What follows belongs to an exercise in optimizing a design on an open flow for small area and a short achievable clock period; a production flow would make more cautious choices.
The RTL was checked by simulation tests, not by an equivalence proof against the original design.
No activity file was given, so power comes from the tool's default toggle rates.

### flow/config.mk
export PLATFORM = sky130hd
export DESIGN_NAME = zsab
export DESIGN_NICKNAME = zsab
export VERILOG_FILES = /design/flow/design.v
export SDC_FILE = /design/flow/constraint.sdc
export NUM_CORES = 4
export LEC_CHECK = 0
export ABC_AREA = 1
export CAP_MARGIN = 20
export CORE_MARGIN = 2
export CORE_UTILIZATION = 40
export CTS_BUF_LIST = sky130_fd_sc_hd__clkbuf_4
export CTS_CLUSTER_SIZE = 30
export SLEW_MARGIN = 20
### flow/constraint.sdc
create_clock -name core_clock -period 200.0 [get_ports {clk}]
set_input_delay 40.0000 -clock core_clock [delete_from_list [all_inputs] [get_ports {clk}]]
set_output_delay 40.0000 -clock core_clock [all_outputs]
set_load 0.01 [all_outputs]
### flow/design.v
module zsab #(
    parameter [31:0] PREHEAT_NOMINAL      = 32'd400,
    parameter [15:0] PWM_RANGE            = 16'd5000,
    parameter [7:0]  KIND_SUPPORTED       = 8'h01,
    parameter [15:0] RST_UART_DIV         = 16'd16,
    parameter [31:0] RST_FRAME_TIMEOUT_MS = 32'd20,
    parameter [31:0] RST_CONV_SETTLE_MS   = 32'd2,
    parameter [31:0] RST_PWM_BUDGET_MS    = 32'd100,
    parameter [15:0] RST_SCK_HALF         = 16'd4
) (
    input             clk,
    input             rst,
    input      [31:0] ms_now,
    input      [5:0]  bus_addr,
    input             bus_we,
    input             bus_re,
    input      [31:0] bus_wdata,
    output reg [31:0] bus_rdata,
    output            uart_tx,
    input             uart_rx,
    output            sbr_sck,
    output            sbr_cs_n,
    input             sbr_so,
    input             pwm_in,
    output            tmr_suspend,
    output reg        evt_done
);
    localparam [3:0] S_IDLE      = 4'd0,
                     S_SER_START = 4'd1,
                     S_SER_TX    = 4'd2,
                     S_SER_RX    = 4'd3,
                     S_SER_CHECK = 4'd4,
                     S_SBR_START = 4'd5,
                     S_SBR_TRIG  = 4'd6,
                     S_SBR_SETTLE= 4'd7,
                     S_SBR_SETUP = 4'd8,
                     S_SBR_HI    = 4'd9,
                     S_SBR_LO    = 4'd10,
                     S_SBR_EVAL  = 4'd11,
                     S_PWM_START = 4'd12,
                     S_PWM_POLL  = 4'd13,
                     S_PWM_CALC  = 4'd14,
                     S_CHK_START = 4'd15;
    localparam [2:0] P_WAIT_LOW  = 3'd0,
                     P_WAIT_HIGH = 3'd1,
                     P_CNT_HIGH  = 3'd2,
                     P_CNT_LOW   = 3'd3,
                     P_FINISHED  = 3'd4;
    localparam [3:0] C_NONE         = 4'h0,
                     C_SUCCESS_UINT = 4'h1,
                     C_SUCCESS_FP2  = 4'h2,
                     C_FAIL         = 4'hF,
                     C_TIMEOUT      = 4'hE,
                     C_WRONG_ANSWER = 4'hD,
                     C_CHECKSUM     = 4'hC,
                     C_WRONG_ID     = 4'hB,
                     C_CONNECT      = 4'hA,
                     C_ACK_L        = 4'h9,
                     C_ACK_H        = 4'h8;
    localparam [1:0] RX_IDLE = 2'd0, RX_START = 2'd1, RX_DATA = 2'd2, RX_STOP = 2'd3;
    localparam [5:0] A_CMD = 6'h00, A_STATUS = 6'h01, A_RESULT = 6'h02, A_VALUE = 6'h03,
                     A_DEADLINE = 6'h04, A_UART_DIV = 6'h05, A_FRAME_TO = 6'h06,
                     A_CONV_SETTLE = 6'h07, A_PWM_BUDGET = 6'h08, A_SCK_HALF = 6'h09,
                     A_SBR_RAW = 6'h0A, A_PWM_HIGH = 6'h0B, A_PWM_LOW = 6'h0C,
                     A_FRAME0 = 6'h0D, A_FRAME1 = 6'h0E, A_FRAME2 = 6'h0F, A_NOW = 6'h10;
    reg [3:0]  seq;
    reg        done, rej;
    reg [2:0]  op;
    reg [3:0]  code;         
    reg [16:0] value_lo;     
    reg        value_s;
    reg [31:0] warmup_deadline;
    reg [15:0] uart_div;
    reg [31:0] frame_timeout_ms;
    reg [31:0] conv_settle_ms;
    reg [31:0] pwm_budget_ms;
    reg [15:0] sck_half;
    reg [15:0] sbr_raw;
    reg [31:0] pwm_high_ms;
    reg [31:0] pwm_low_ms;
    reg [7:0]  frame [0:8];
    reg [2:0]  pst;
    reg        kind_ok;
    reg [31:0] t0;
    reg [31:0] tm;           
    wire [15:0] cnt    = tm[31:16];
    wire [15:0] rx_cnt = tm[15:0];
    wire [3:0]  txi    = t0[7:4];
    wire [3:0]  txb    = t0[3:0];
    reg [1:0]  rx_st;
    reg [2:0]  rx_bit;
    reg [7:0]  rx_sh;
    reg [3:0]  rx_count;
    reg rx_s1, rx_s, so_s1, so_s, pwm_s1, pwm_s;
    integer k;
    wire        busy    = (seq != S_IDLE);
    wire        rx_en   = (seq == S_SER_TX) || (seq == S_SER_RX) || (seq == S_SER_CHECK);
    assign      tmr_suspend = (seq == S_PWM_POLL) || (seq == S_PWM_CALC);
    assign      sbr_sck  = (seq == S_SBR_HI);
    assign      sbr_cs_n = !((seq == S_SBR_TRIG) || (seq == S_SBR_SETUP) ||
                             (seq == S_SBR_HI) || (seq == S_SBR_LO));
    wire        start_st = (seq == S_SER_START) || (seq == S_PWM_START);
    wire [31:0] elapsed;
    zsab_sub #(32) u_el (.a(ms_now), .b(t0 & {32{!start_st}}), .d(elapsed));
    wire [31:0] limit   = start_st              ? warmup_deadline  :
                          (seq == S_SER_RX)     ? frame_timeout_ms :
                          (seq == S_SBR_SETTLE) ? conv_settle_ms : pwm_budget_ms;
    wire        expired;
    zsab_ge #(32) u_exp (.a(elapsed), .b(limit), .ge(expired));
    wire        preheat = !expired;
    wire [31:0] since   = ms_now - tm;
    wire [15:0] cnt_dec, rx_cnt_dec;
    zsab_dec #(16) u_cd (.a(cnt), .d(cnt_dec));
    zsab_dec #(16) u_rd (.a(rx_cnt), .d(rx_cnt_dec));
    wire        cnt_end = (cnt == 16'd1);
    wire        rx_end  = (rx_cnt == 16'd1);
    wire [7:0] fs2, fs3, fs4, fs5, fs6, frame_sum;
    zsab_fadd #(8) u_fs2 (.a(frame[1]), .b(frame[2]), .ci(1'b0), .s(fs2));
    zsab_fadd #(8) u_fs3 (.a(fs2), .b(frame[3]), .ci(1'b0), .s(fs3));
    zsab_fadd #(8) u_fs4 (.a(fs3), .b(frame[4]), .ci(1'b0), .s(fs4));
    zsab_fadd #(8) u_fs5 (.a(fs4), .b(frame[5]), .ci(1'b0), .s(fs5));
    zsab_fadd #(8) u_fs6 (.a(fs5), .b(frame[6]), .ci(1'b0), .s(fs6));
    zsab_fadd #(8) u_fs7 (.a(fs6), .b(frame[7]), .ci(1'b0), .s(frame_sum));
    wire [7:0] frame_chk = 8'd0 - frame_sum;
    reg [7:0] req_byte;
    always @* begin
        case (txi)
            4'd0: req_byte = 8'hFF;
            4'd1: req_byte = 8'h01;
            4'd2: req_byte = 8'h86;
            4'd8: req_byte = 8'h79;
            default: req_byte = 8'h00;
        endcase
    end
    assign uart_tx = (seq != S_SER_TX) || (txb == 4'd9) ||
                     ((txb != 4'd0) && req_byte[txb[2:0] - 3'd1]);
    wire [3:0] cmd_op    = bus_wdata[3:0];
    wire       cmd_legal = (bus_wdata[7:4] == 4'd0) && (bus_wdata[31:16] == 16'd0) &&
                           (cmd_op >= 4'd1) && (cmd_op <= 4'd4) &&
                           ((cmd_op == 4'd2) || (bus_wdata[15:8] == 8'd0));
    reg  [3:0] cmd_start;
    always @* begin
        case (cmd_op)
            4'd1: cmd_start = S_SER_START;
            4'd2: cmd_start = S_SBR_START;
            4'd3: cmd_start = S_PWM_START;
            default: cmd_start = S_CHK_START;
        endcase
    end
    wire        calc    = (seq == S_PWM_CALC);
    wire [31:0] l_in    = calc ? pwm_low_ms : since;
    wire [33:0] den     = {2'b00, pwm_high_ms} + {2'b00, l_in} - 34'd4;
    wire        den_pos = !den[33] && (den[32:0] != 33'd0);
    wire        neg     = (pwm_high_ms[31:1] == 31'd0);
    wire [31:0] mag;
    zsab_dec2 u_mag (.h(pwm_high_ms), .neg(neg), .m(mag));
    wire [44:0] num;
    zsab_x5000 u_mul (.m(mag), .p(num));
    wire [33:0] dw_in = calc ? {tm[7], t0, num[6]} : {2'b00, num[44:13]};
    wire [5:0]  dn_bit = calc ? num[5:0] : num[12:7];    
    wire [32:0] dn = ~den[32:0];
    wire [6:0]  dq;
    wire [32:0] dr [0:6];
    genvar gs;
    generate for (gs = 0; gs < 7; gs = gs + 1) begin : g_div
        wire [33:0] w;
        if (gs == 0) begin : g_first
            assign w = dw_in;
        end else begin : g_next
            assign w = {dr[gs - 1], dn_bit[6 - gs]};
        end
        zsab_dstage u_st (.w(w), .dn(dn), .sel(dq[6 - gs]), .r(dr[gs]));
    end endgenerate
    wire [13:0] quo    = {tm[6:0], dq};
    wire [14:0] pwm_q = neg ? (15'd0 - {1'b0, quo}) : {1'b0, quo};
    wire [15:0] raw       = tm[15:0];
    wire [16:0] sbr_x9, sbr_value;
    zsab_fadd #(17) u_x9  (.a({5'd0, raw[14:3]}), .b({2'd0, raw[14:3], 3'd0}), .ci(1'b0), .s(sbr_x9));
    zsab_fadd #(17) u_x25 (.a(sbr_x9), .b({1'd0, raw[14:3], 4'd0}), .ci(1'b0), .s(sbr_value));
    reg        fin;
    reg [3:0]  fin_code;
    reg [16:0] fin_val;
    reg        fin_s;
    always @* begin
        fin      = 1'b0;
        fin_code = C_NONE;
        fin_val  = 17'd0;
        fin_s    = 1'b0;
        case (seq)
            S_SER_START, S_PWM_START:
                if (preheat) begin
                    fin = 1'b1; fin_code = C_SUCCESS_UINT; fin_val = PREHEAT_NOMINAL[16:0];
                end
            S_SER_RX:
                if (rx_count != 4'd9 && expired) begin
                    fin = 1'b1; fin_code = C_TIMEOUT;
                end
            S_SER_CHECK: begin
                fin = 1'b1;
                if (frame[0] != 8'hFF)
                    fin_code = C_WRONG_ANSWER;
                else if (frame_chk != frame[8])
                    fin_code = C_CHECKSUM;
                else begin
                    fin_code = C_SUCCESS_UINT;
                    fin_val  = {1'b0, frame[6], frame[7]};
                end
            end
            S_SBR_START:
                if (!kind_ok) begin
                    fin = 1'b1; fin_code = C_FAIL;
                end
            S_SBR_EVAL: begin
                fin = 1'b1;
                if (raw[15])
                    fin_code = C_WRONG_ID;
                else if (raw[2])
                    fin_code = C_CONNECT;
                else begin
                    fin_code = C_SUCCESS_FP2;
                    fin_val  = sbr_value;
                end
            end
            S_PWM_POLL:
                if (expired) begin
                    fin = 1'b1;
                    fin_code = (pst == P_WAIT_LOW)  ? C_ACK_L :
                               (pst == P_WAIT_HIGH) ? C_ACK_H : C_TIMEOUT;
                end
            S_PWM_CALC: begin
                fin = 1'b1;
                if (!den_pos)
                    fin_code = C_FAIL;
                else begin
                    fin_code = C_SUCCESS_UINT;
                    fin_val  = {{2{pwm_q[14]}}, pwm_q};
                    fin_s    = pwm_q[14];
                end
            end
            S_CHK_START: begin
                fin = 1'b1; fin_code = C_SUCCESS_UINT; fin_val = {9'd0, frame_chk};
            end
            default: ;
        endcase
    end
    reg [31:0] rd_lo;
    always @* begin
        case (bus_addr[3:0])
            4'h1: rd_lo = {12'd0, rx_count, tmr_suspend, pst, seq,
                           1'b0, op, 1'b0, rej, done, busy};
            4'h2: rd_lo = {{29{code[3]}}, code[2:0]};
            4'h3: rd_lo = {{15{value_s}}, value_lo};
            4'h4: rd_lo = warmup_deadline;
            4'h5: rd_lo = {16'd0, uart_div};
            4'h6: rd_lo = frame_timeout_ms;
            4'h7: rd_lo = conv_settle_ms;
            4'h8: rd_lo = pwm_budget_ms;
            4'h9: rd_lo = {16'd0, sck_half};
            4'hA: rd_lo = {16'd0, sbr_raw};
            4'hB: rd_lo = pwm_high_ms;
            4'hC: rd_lo = pwm_low_ms;
            4'hD: rd_lo = {frame[3], frame[2], frame[1], frame[0]};
            4'hE: rd_lo = {frame[7], frame[6], frame[5], frame[4]};
            4'hF: rd_lo = {24'd0, frame[8]};
            default: rd_lo = 32'd0;
        endcase
        bus_rdata = ((bus_addr[5:4] == 2'b00) ? rd_lo : 32'd0) |
                    ((bus_addr == A_NOW) ? ms_now : 32'd0);
    end
    wire        cfg_we   = bus_we && !busy;
    wire [15:0] div_in   = (bus_wdata[15:2] == 14'd0) ? 16'd4 : bus_wdata[15:0];
    wire [15:0] half_in  = (bus_wdata[15:1] == 15'd0) ? 16'd2 : bus_wdata[15:0];
    wire [31:0] nrst32   = {32{!rst}};
    wire [31:0] rst32    = {32{rst}};
    always @(posedge clk)
        if (rst || (cfg_we && bus_addr == A_DEADLINE))
            warmup_deadline <= bus_wdata & nrst32;
    always @(posedge clk)
        if (rst || (cfg_we && bus_addr == A_UART_DIV))
            uart_div <= (div_in & nrst32[15:0]) | (RST_UART_DIV & rst32[15:0]);
    always @(posedge clk)
        if (rst || (cfg_we && bus_addr == A_FRAME_TO))
            frame_timeout_ms <= (bus_wdata & nrst32) | (RST_FRAME_TIMEOUT_MS & rst32);
    always @(posedge clk)
        if (rst || (cfg_we && bus_addr == A_CONV_SETTLE))
            conv_settle_ms <= (bus_wdata & nrst32) | (RST_CONV_SETTLE_MS & rst32);
    always @(posedge clk)
        if (rst || (cfg_we && bus_addr == A_PWM_BUDGET))
            pwm_budget_ms <= (bus_wdata & nrst32) | (RST_PWM_BUDGET_MS & rst32);
    always @(posedge clk)
        if (rst || (cfg_we && bus_addr == A_SCK_HALF))
            sck_half <= (half_in & nrst32[15:0]) | (RST_SCK_HALF & rst32[15:0]);
    always @(posedge clk) begin
        if (rst) begin
            seq <= S_IDLE; done <= 1'b0; rej <= 1'b0; op <= 3'd0;
            code <= C_NONE; value_lo <= 17'd0; value_s <= 1'b0;
            sbr_raw <= 16'd0; pwm_high_ms <= 32'd0; pwm_low_ms <= 32'd0;
            for (k = 0; k < 9; k = k + 1) frame[k] <= 8'd0;
            pst <= P_WAIT_LOW; kind_ok <= 1'b0;
            t0 <= 32'd0; tm <= 32'd0;
            rx_st <= RX_IDLE; rx_bit <= 3'd0;
            rx_sh <= 8'd0; rx_count <= 4'd0;
            rx_s1 <= 1'b1; rx_s <= 1'b1; so_s1 <= 1'b0; so_s <= 1'b0;
            pwm_s1 <= 1'b1; pwm_s <= 1'b1;
            evt_done <= 1'b0;
        end else begin
            rx_s1  <= uart_rx; rx_s  <= rx_s1;
            so_s1  <= sbr_so;  so_s  <= so_s1;
            pwm_s1 <= pwm_in;  pwm_s <= pwm_s1;
            evt_done <= 1'b0;
            if (bus_we) begin
                case (bus_addr)
                    A_CMD:
                        if (!busy && cmd_legal) begin
                            seq      <= cmd_start;
                            op       <= cmd_op[2:0];
                            done     <= 1'b0;
                            code     <= C_NONE;
                            value_lo <= 17'd0;
                            value_s  <= 1'b0;
                            kind_ok  <= (bus_wdata[15:8] == KIND_SUPPORTED);
                        end else begin
                            rej <= 1'b1;
                        end
                    A_STATUS: begin
                        if (bus_wdata[1]) done <= 1'b0;
                        if (bus_wdata[2]) rej  <= 1'b0;
                    end
                    A_DEADLINE, A_UART_DIV, A_FRAME_TO, A_CONV_SETTLE, A_PWM_BUDGET,
                    A_SCK_HALF, A_FRAME0, A_FRAME1, A_FRAME2:
                        if (busy) begin
                            rej <= 1'b1;
                        end else begin
                            case (bus_addr)
                                A_FRAME0: begin
                                    frame[0] <= bus_wdata[7:0];   frame[1] <= bus_wdata[15:8];
                                    frame[2] <= bus_wdata[23:16]; frame[3] <= bus_wdata[31:24];
                                end
                                A_FRAME1: begin
                                    frame[4] <= bus_wdata[7:0];   frame[5] <= bus_wdata[15:8];
                                    frame[6] <= bus_wdata[23:16]; frame[7] <= bus_wdata[31:24];
                                end
                                A_FRAME2:      frame[8] <= bus_wdata[7:0];
                                default: ;
                            endcase
                        end
                    default: ;
                endcase
            end
            if (rx_en && !fin) begin
                case (rx_st)
                    RX_IDLE:
                        if (!rx_s) begin
                            rx_st <= RX_START; tm[15:0] <= {1'b0, uart_div[15:1]};
                        end
                    RX_START:
                        if (rx_end) begin
                            if (!rx_s) begin
                                rx_st <= RX_DATA; tm[15:0] <= uart_div; rx_bit <= 3'd0;
                            end else begin
                                rx_st <= RX_IDLE;
                            end
                        end else begin
                            tm[15:0] <= rx_cnt_dec;
                        end
                    RX_DATA:
                        if (rx_end) begin
                            rx_sh  <= {rx_s, rx_sh[7:1]};
                            tm[15:0] <= uart_div;
                            if (rx_bit == 3'd7) rx_st <= RX_STOP;
                            else rx_bit <= rx_bit + 3'd1;
                        end else begin
                            tm[15:0] <= rx_cnt_dec;
                        end
                    default:  
                        if (rx_end) begin
                            rx_st <= RX_IDLE;
                            if (rx_count < 4'd9) begin
                                frame[rx_count] <= rx_sh;
                                rx_count <= rx_count + 4'd1;
                            end
                        end else begin
                            tm[15:0] <= rx_cnt_dec;
                        end
                endcase
            end
            case (seq)
                S_SER_START:
                    if (!preheat) begin
                        for (k = 0; k < 9; k = k + 1) frame[k] <= 8'd0;
                        rx_count <= 4'd0;
                        rx_st <= RX_IDLE;
                        t0[7:0] <= 8'd0; tm[31:16] <= uart_div;
                        seq <= S_SER_TX;
                    end
                S_SER_TX:
                    if (!cnt_end) begin
                        tm[31:16] <= cnt_dec;
                    end else begin
                        tm[31:16] <= uart_div;
                        if (txb != 4'd9) begin
                            t0[3:0] <= txb + 4'd1;
                        end else if (txi != 4'd8) begin
                            t0[7:0] <= {txi + 4'd1, 4'd0};
                        end else begin
                            t0  <= ms_now;
                            seq <= S_SER_RX;
                        end
                    end
                S_SER_RX:
                    if (rx_count == 4'd9) seq <= S_SER_CHECK;
                S_SBR_START:
                    if (kind_ok) begin
                        tm[31:16] <= sck_half; seq <= S_SBR_TRIG;
                    end
                S_SBR_TRIG:
                    if (!cnt_end) begin
                        tm[31:16] <= cnt_dec;
                    end else begin
                        t0 <= ms_now; seq <= S_SBR_SETTLE;
                    end
                S_SBR_SETTLE:
                    if (expired) begin
                        tm[31:16] <= sck_half; seq <= S_SBR_SETUP;
                    end
                S_SBR_SETUP:
                    if (!cnt_end) begin
                        tm[31:16] <= cnt_dec;
                    end else begin
                        tm[31:16] <= sck_half; t0[3:0] <= 4'd15; seq <= S_SBR_HI;
                    end
                S_SBR_HI:
                    if (!cnt_end) begin
                        tm[31:16] <= cnt_dec;
                    end else begin
                        tm[15:0] <= {tm[14:0], so_s}; tm[31:16] <= sck_half; seq <= S_SBR_LO;
                    end
                S_SBR_LO:
                    if (!cnt_end) begin
                        tm[31:16] <= cnt_dec;
                    end else if (txb == 4'd0) begin
                        seq <= S_SBR_EVAL;
                    end else begin
                        t0[3:0] <= txb - 4'd1; tm[31:16] <= sck_half; seq <= S_SBR_HI;
                    end
                S_SBR_EVAL:
                    sbr_raw <= raw;
                S_PWM_START:
                    if (!preheat) begin
                        t0 <= ms_now;
                        pst <= P_WAIT_LOW;
                        pwm_high_ms <= 32'd0; pwm_low_ms <= 32'd0;
                        seq <= S_PWM_POLL;
                    end
                S_PWM_POLL:
                    if (!expired) begin
                        case (pst)
                            P_WAIT_LOW:
                                if (!pwm_s) pst <= P_WAIT_HIGH;
                            P_WAIT_HIGH:
                                if (pwm_s) begin
                                    tm <= ms_now; pst <= P_CNT_HIGH;
                                end
                            P_CNT_HIGH:
                                if (!pwm_s) begin
                                    pwm_high_ms <= since; tm <= ms_now;
                                    pst <= P_CNT_LOW;
                                end
                            P_CNT_LOW:
                                if (pwm_s) begin
                                    pwm_low_ms <= since; pst <= P_FINISHED;
                                    seq <= S_PWM_CALC;
                                    t0 <= dr[6][31:0];
                                    tm[7:0] <= {dr[6][32], dq};
                                end
                            default: ;
                        endcase
                    end
                default: ;
            endcase
            if (fin) begin
                code     <= fin_code;
                value_lo <= fin_val;
                value_s  <= fin_s;
                done     <= 1'b1;
                seq      <= S_IDLE;
                evt_done <= 1'b1;
                rx_st    <= RX_IDLE;
            end
        end
    end
endmodule
module zsab_sub #(parameter W = 32) (input [W-1:0] a, input [W-1:0] b, output [W-1:0] d);
    wire [W:0] c;
    assign c[0] = 1'b1;
    genvar j;
    generate for (j = 0; j < W; j = j + 1) begin : g
        assign d[j]   = a[j] ^ ~b[j] ^ c[j];
        assign c[j+1] = (a[j] & ~b[j]) | (c[j] & (a[j] | ~b[j]));
    end endgenerate
endmodule
module zsab_ge #(parameter W = 32) (input [W-1:0] a, input [W-1:0] b, output ge);
    wire [W:0] c;
    assign c[0] = 1'b1;
    genvar j;
    generate for (j = 0; j < W; j = j + 1) begin : g
        assign c[j+1] = (a[j] & ~b[j]) | (c[j] & (a[j] | ~b[j]));
    end endgenerate
    assign ge = c[W];
endmodule
module zsab_dec #(parameter W = 16) (input [W-1:0] a, output [W-1:0] d);
    wire [W:0] b;
    assign b[0] = 1'b1;
    genvar j;
    generate for (j = 0; j < W; j = j + 1) begin : g
        assign d[j]   = a[j] ^ b[j];
        assign b[j+1] = b[j] & ~a[j];
    end endgenerate
endmodule
module zsab_dec2 (input [31:0] h, input neg, output [31:0] m);
    wire [31:0] d;
    wire [31:0] b;
    assign d[0] = h[0];
    assign b[1] = 1'b1;
    genvar j;
    generate for (j = 1; j < 32; j = j + 1) begin : g
        assign d[j] = h[j] ^ b[j];
        if (j < 31) begin : g_b
            assign b[j+1] = b[j] & ~h[j];
        end
    end endgenerate
    assign m = neg ? {30'd0, ~h[0], h[0]} : d;
endmodule
module zsab_fadd #(parameter W = 32) (input [W-1:0] a, input [W-1:0] b, input ci, output [W-1:0] s);
    wire [W:0] c;
    assign c[0] = ci;
    genvar j;
    generate for (j = 0; j < W; j = j + 1) begin : g
        assign s[j]   = a[j] ^ b[j] ^ c[j];
        assign c[j+1] = (a[j] & b[j]) | (a[j] & c[j]) | (b[j] & c[j]);
    end endgenerate
endmodule
module zsab_x5000 (input [31:0] m, output [44:0] p);
    wire [34:0] m5;      
    wire [35:0] m15;     
    wire [41:0] m625;    
    zsab_fadd #(35) u_a (.a({3'b000, m}), .b({1'b0, m, 2'b00}), .ci(1'b0), .s(m5));
    zsab_fadd #(36) u_b (.a({m, 4'd0}), .b(~{4'd0, m}), .ci(1'b1), .s(m15));
    zsab_fadd #(42) u_c (.a({m5, 7'd0}), .b(~{6'd0, m15}), .ci(1'b1), .s(m625));
    assign p = {m625, 3'd0};
endmodule
module zsab_dstage (input [33:0] w, input [32:0] dn, output sel, output [32:0] r);
    wire [33:0] c;
    assign c[0] = 1'b1;
    genvar j;
    generate for (j = 0; j < 33; j = j + 1) begin : g
        assign c[j+1] = (w[j] & dn[j]) | (c[j] & (w[j] | dn[j]));
        assign r[j]   = w[j] ^ (sel & (dn[j] ^ c[j]));
    end endgenerate
    assign sel = w[33] | c[33];
endmodule
### flow/flow/run.sh
#!/bin/bash
set -euo pipefail
here=$(pwd)
rm -rf "$here/scripts_mod"
cp -r "$FLOW_HOME/scripts" "$here/scripts_mod"
cp "$here/flow/abc_area.script" "$here/scripts_mod/abc_area.script"
bash standard.sh SCRIPTS_DIR="$here/scripts_mod" \
    "BUFFER_PORTS_ARGS=-buffer_cell sky130_fd_sc_hd__buf_2" SETUP_SLACK_MARGIN=117.5 \
    "CTS_ARGS=-sink_clustering_enable -repair_clock_nets -dont_use_dummy_load -sink_clustering_size 30 -buf_list sky130_fd_sc_hd__clkbuf_4" finish > "$here/standard.log" 2>&1
### flow/flow/abc_area.script
strash
dch
map -B 0.5
topo
stime -c
buffer -c
dnsize -c
### flow/standard.sh
#!/bin/bash
# synth_recipe.tcl (not shown) runs the flow's synth.tcl, then flattens the netlist and writes it again
# the make line also repeats each setting of config.mk as NAME=value (left out here)
make -C /OpenROAD-flow-scripts/flow DESIGN_CONFIG=/design/flow/config.mk WORK_HOME=/design/flow/orfs CLKGATE_MAP_FILE= SYNTH_SCRIPT=/design/flow/synth_recipe.tcl "${@:-finish}"
==> summary.txt <==
-- timing repair --
item,4_1_cts,5_1_grt
pin swaps,1,0
setup endpoints to repair,25,18
setup buffers,4,8
cloned,1,0
gates resized for setup,12,16
-- metrics by stage --
step                      instances  setup slack [ns]
final                          7684            117.45
after CTS                      7667            117.51
after detailed placement       7546            117.13
after global placement         7546            117.11
after global routing           7676            117.51
after floorplan                6174            118.30
-- layout by cell type, fill, tap and decap left out, types with 15 or more instances in the layout --
cell type,netlist,final
sky130_fd_sc_hd__nor4_1,23,23
sky130_fd_sc_hd__buf_2,8,111
sky130_fd_sc_hd__maj3_1,26,26
sky130_fd_sc_hd__o22ai_1,88,88
sky130_fd_sc_hd__buf_4,0,111
sky130_fd_sc_hd__nor2_1,521,502
sky130_fd_sc_hd__a31oi_1,34,34
sky130_fd_sc_hd__ha_1,199,199
sky130_fd_sc_hd__xnor2_1,96,96
sky130_fd_sc_hd__dfxtp_1,203,203
sky130_fd_sc_hd__edfxtp_1,232,232
sky130_fd_sc_hd__inv_1,973,966
sky130_fd_sc_hd__a21oi_1,409,408
sky130_fd_sc_hd__o211ai_1,53,53
sky130_fd_sc_hd__o21ai_0,424,414
sky130_fd_sc_hd__or2_2,35,35
sky130_fd_sc_hd__xor2_1,401,401
sky130_fd_sc_hd__a211oi_1,19,19
sky130_fd_sc_hd__fa_1,171,171
sky130_fd_sc_hd__nand4_1,64,64
sky130_fd_sc_hd__a221oi_1,62,60
sky130_fd_sc_hd__nand3_1,347,346
sky130_fd_sc_hd__nor2_2,0,15
sky130_fd_sc_hd__nor3_1,24,24
sky130_fd_sc_hd__nand2_1,1333,1331
sky130_fd_sc_hd__a22oi_1,59,59
sky130_fd_sc_hd__clkbuf_4,0,116
-- cell type report --
type,count,share of cell area [%]
Clock buffer,116,1.87
Antenna cell,9,0.0484
Inverter,1002,8.14
Timing Repair Buffer,226,3.10
Tap cell,1403,3.77
Multi-Input combinational cell,4492,59.3
Timing Repair inverter,1,0.0161
Sequential cell,435,23.7
-- registers in the layout, summed over array words and instances, names as in the netlist, 2 cells and up --
name	cells
pwm_high_ms	32
pwm_low_ms	32
pwm_budget_ms	32
t0	32
conv_settle_ms	32
frame	72
rx_sh	8
uart_div	16
code	4
rx_st	2
pst	3
rx_bit	3
warmup_deadline	32
frame_timeout_ms	32
sck_half	16
value_lo	17
seq	4
sbr_raw	16
tm	32
rx_count	4
op	3
-- power breakdown --
group          internal (mW)  switching (mW)  total [mW]
sequential            0.0971         0.00271      0.0998
clock                 0.0260          0.0365      0.0624
combinational         0.0474          0.0937       0.141
total                  0.170           0.133       0.303
-- worst max-delay path: stages --
cell	delay, ns
sky130_fd_sc_hd__buf_2	0.12
sky130_fd_sc_hd__nor2_1	0.07
sky130_fd_sc_hd__inv_1	0.15
sky130_fd_sc_hd__nor2_2	0.04
sky130_fd_sc_hd__buf_4	0.22
sky130_fd_sc_hd__inv_1	0.46
sky130_fd_sc_hd__o211ai_1	0.22
sky130_fd_sc_hd__a2111oi_0	0.44
sky130_fd_sc_hd__nand3_1	0.14
sky130_fd_sc_hd__nand2_1	0.09
sky130_fd_sc_hd__o21ai_0	0.30
sky130_fd_sc_hd__buf_2	0.27
-- worst max-delay path by stage --
| stage | cells past startpoint | startpoint | endpoint |
|---|---|---|---|
| final | 12 | bus_addr[3] | bus_rdata[12] |
| after global routing | 13 | bus_addr[1] | bus_rdata[18] |
| after CTS | 11 | bus_addr[0] | bus_rdata[10] |
| after detailed placement | 11 | bus_addr[0] | bus_rdata[4] |
| after global placement | 11 | bus_addr[0] | bus_rdata[4] |
| after floorplan | 9 | bus_addr[3] | bus_rdata[28] |
-- cell families after synthesis --
family	count (synthesis)	synth area share, %
adder cells (fa/ha/maj)	396	14.3
flip-flops	435	25.6
XOR/XNOR	497	10.1
AND/OR/NAND/NOR	2365	22.5
buffers and inverters	1247	10.9
AO/OA/AOI/OAI	1233	16.6
multiplexers	1	0.0232
-- metal layers --
| layer | track usage (%) | vias to the layer above | routed length [um] |
|---|---|---|---|
| li1 | - | 20383 | - |
| met5 | 0 | - | 90 |
| met4 | 17.7 | 12 | 11400 |
| met3 | 7.60 | 485 | 21600 |
| met1 | 43.4 | 20634 | 75100 |
| met2 | 46.7 | 2419 | 74900 |
==> results.ini <==
[critical_path]
critPathMaxFanout = 14
worstSetupPathType = in -> out
timing.critical_path.from_type = input port
worst_setup_path_end_kind = primary output
worst-r2r-cell-count = 276
rr_startpoint = pwm_high_ms[1]
ff2ff_setup_slack_ns = 152.91
worstPathRequired_ns = 160.00
arrival_ns = 42.55
crit-reg2reg-capture = t0[24]

[cts]
clockRootBuffer = sky130_fd_sc_hd__clkbuf_4
cts.sink_count = 435
cts_buffer_count = 116
tritoncts_clock_tree = built
cts_htree_levels = 3
clk_latency_ns = 0.98
cts.path.max_buffers = 3
cts.clk_slew.worst_paths_ns = 0.04
cts-hold-fix-buffers = 0

[global_routing]
first_global_vias = 39835
grt_pass1_wl_um = 263000
grt-ovfl-total = 0
grt_start_max_net_pins = 96
antenna_violations_before_repair = 17
grtUsageTotal_pct = 32.0

[place]
gp_congestion = 1.05
port_buffers = 112
dpl-instance-area_um2 = 45400
detailed_place_hpwl_um = 144000

[synth]
synthCells = 6174
synth_most_common_cell = sky130_fd_sc_hd__nand2_1
synth_enable_flop_cells = 232
synth_largest_area_cell = sky130_fd_sc_hd__edfxtp_1
yosys_most_used_dff = sky130_fd_sc_hd__edfxtp_1
ys_top_cells_by_count = sky130_fd_sc_hd__nand2_1, sky130_fd_sc_hd__inv_1, sky130_fd_sc_hd__nor2_1
syn_nets = 6621
synthTopCellsByArea = sky130_fd_sc_hd__edfxtp_1, sky130_fd_sc_hd__nand2_1, sky130_fd_sc_hd__dfxtp_1
synth.top_cell.area_share_pct = 16.2
syn_std_cell_area_um2 = 43100
yosysWarningCount = 1
synth_cell_types = 51
ys_ff_latch = 435
async_reset_ff_share_pct = 0
post_synth.cell_area_avg_um2 = 6.99
synth_seq_area_share_pct = 25.6

[timing]
worst_clock_skew_ns = 0.117
fmax_ghz = 0.0121
slew_headroom_pct = 23.4
final_max_slew_viol_count = 0
setup_tns_ns = 0
min_period_ns = 82.55
setup_violations = 0
final.hold.worst_slack_ns = 0.401
period_share_pct = 41.3
hold_viol = 0
grt_setup_unrepaired = no
worstMarginPinSlew_ns = 1.15

[cells_and_area]
final_nets = 6721
multiInputGateArea_um2 = 27600
nFillCells = 11218
final_area_um2 = 46500
final_core_util_pct = 43.5
drive_gt1_share_pct = 7.06
final-seq-area_um2 = 11000
flow.area_growth_from_synthesis_pct = 7.83

[floorplanning]
die_height_um = 332
die_area_um2 = 110000
initial_utilization_pct = 40.3
placementRows = 120
design.portCount = 114
core_um2 = 107000
floorplan.die.width_um = 332

[hold_path]
min-delay-path-class = reg -> reg
min_delay_worst_endpoint = so_s
holdCritStartpoint = so_s1
hold_depth = 2

[run_status]
result_of_the_run = timing/DRC/antenna clean

[drt]
drtAntennaViolNets = 0
drt_iter0_markers = 5208
routed_wire_length_per_instance_um = 23.8
totalWireLength_um = 183000
detailedRoute.firstPassIterationCount = 6
route.detailed.drc = 0
vias = 43933
post_drt_via_cell_ratio = 5.72

[pwr]
fin_total_pwr_uw = 303
vdd_ir_drop_max_mv = 0.00642
powerDensity_nw_per_um2 = 6.52
static-leakage-power_nw = 20.8

[run]
number_of_max_cap_violations = 0

==> afterwards: timing with drivers on the ports <==
In the flow no input, the clock included, has a driving cell. The finished layout below was timed again as built, in two steps.
Step 1, drivers: a clkbuf_16 drives clk and a buf_2 each remaining input, both assumed.
Step 2 also shifts input and output timing later by t, the mid clock arrival at the registers, as if the neighbouring blocks saw the same clock.
a / b / c = ideal ports / drivers / drivers and shift; a / b = the first two.
t, ns: 0.980
slack for setup (ns): 117.448 / 117.404 / 117.404
hold slack, ns: 0.401 / 0.401 / 0.401
clock arrival spread, ns: 0.118 / 0.118
After both steps this run still meets setup and hold. The setup slack of this run moves by -0.044 ns with the drivers and by -0.044 ns with both steps.
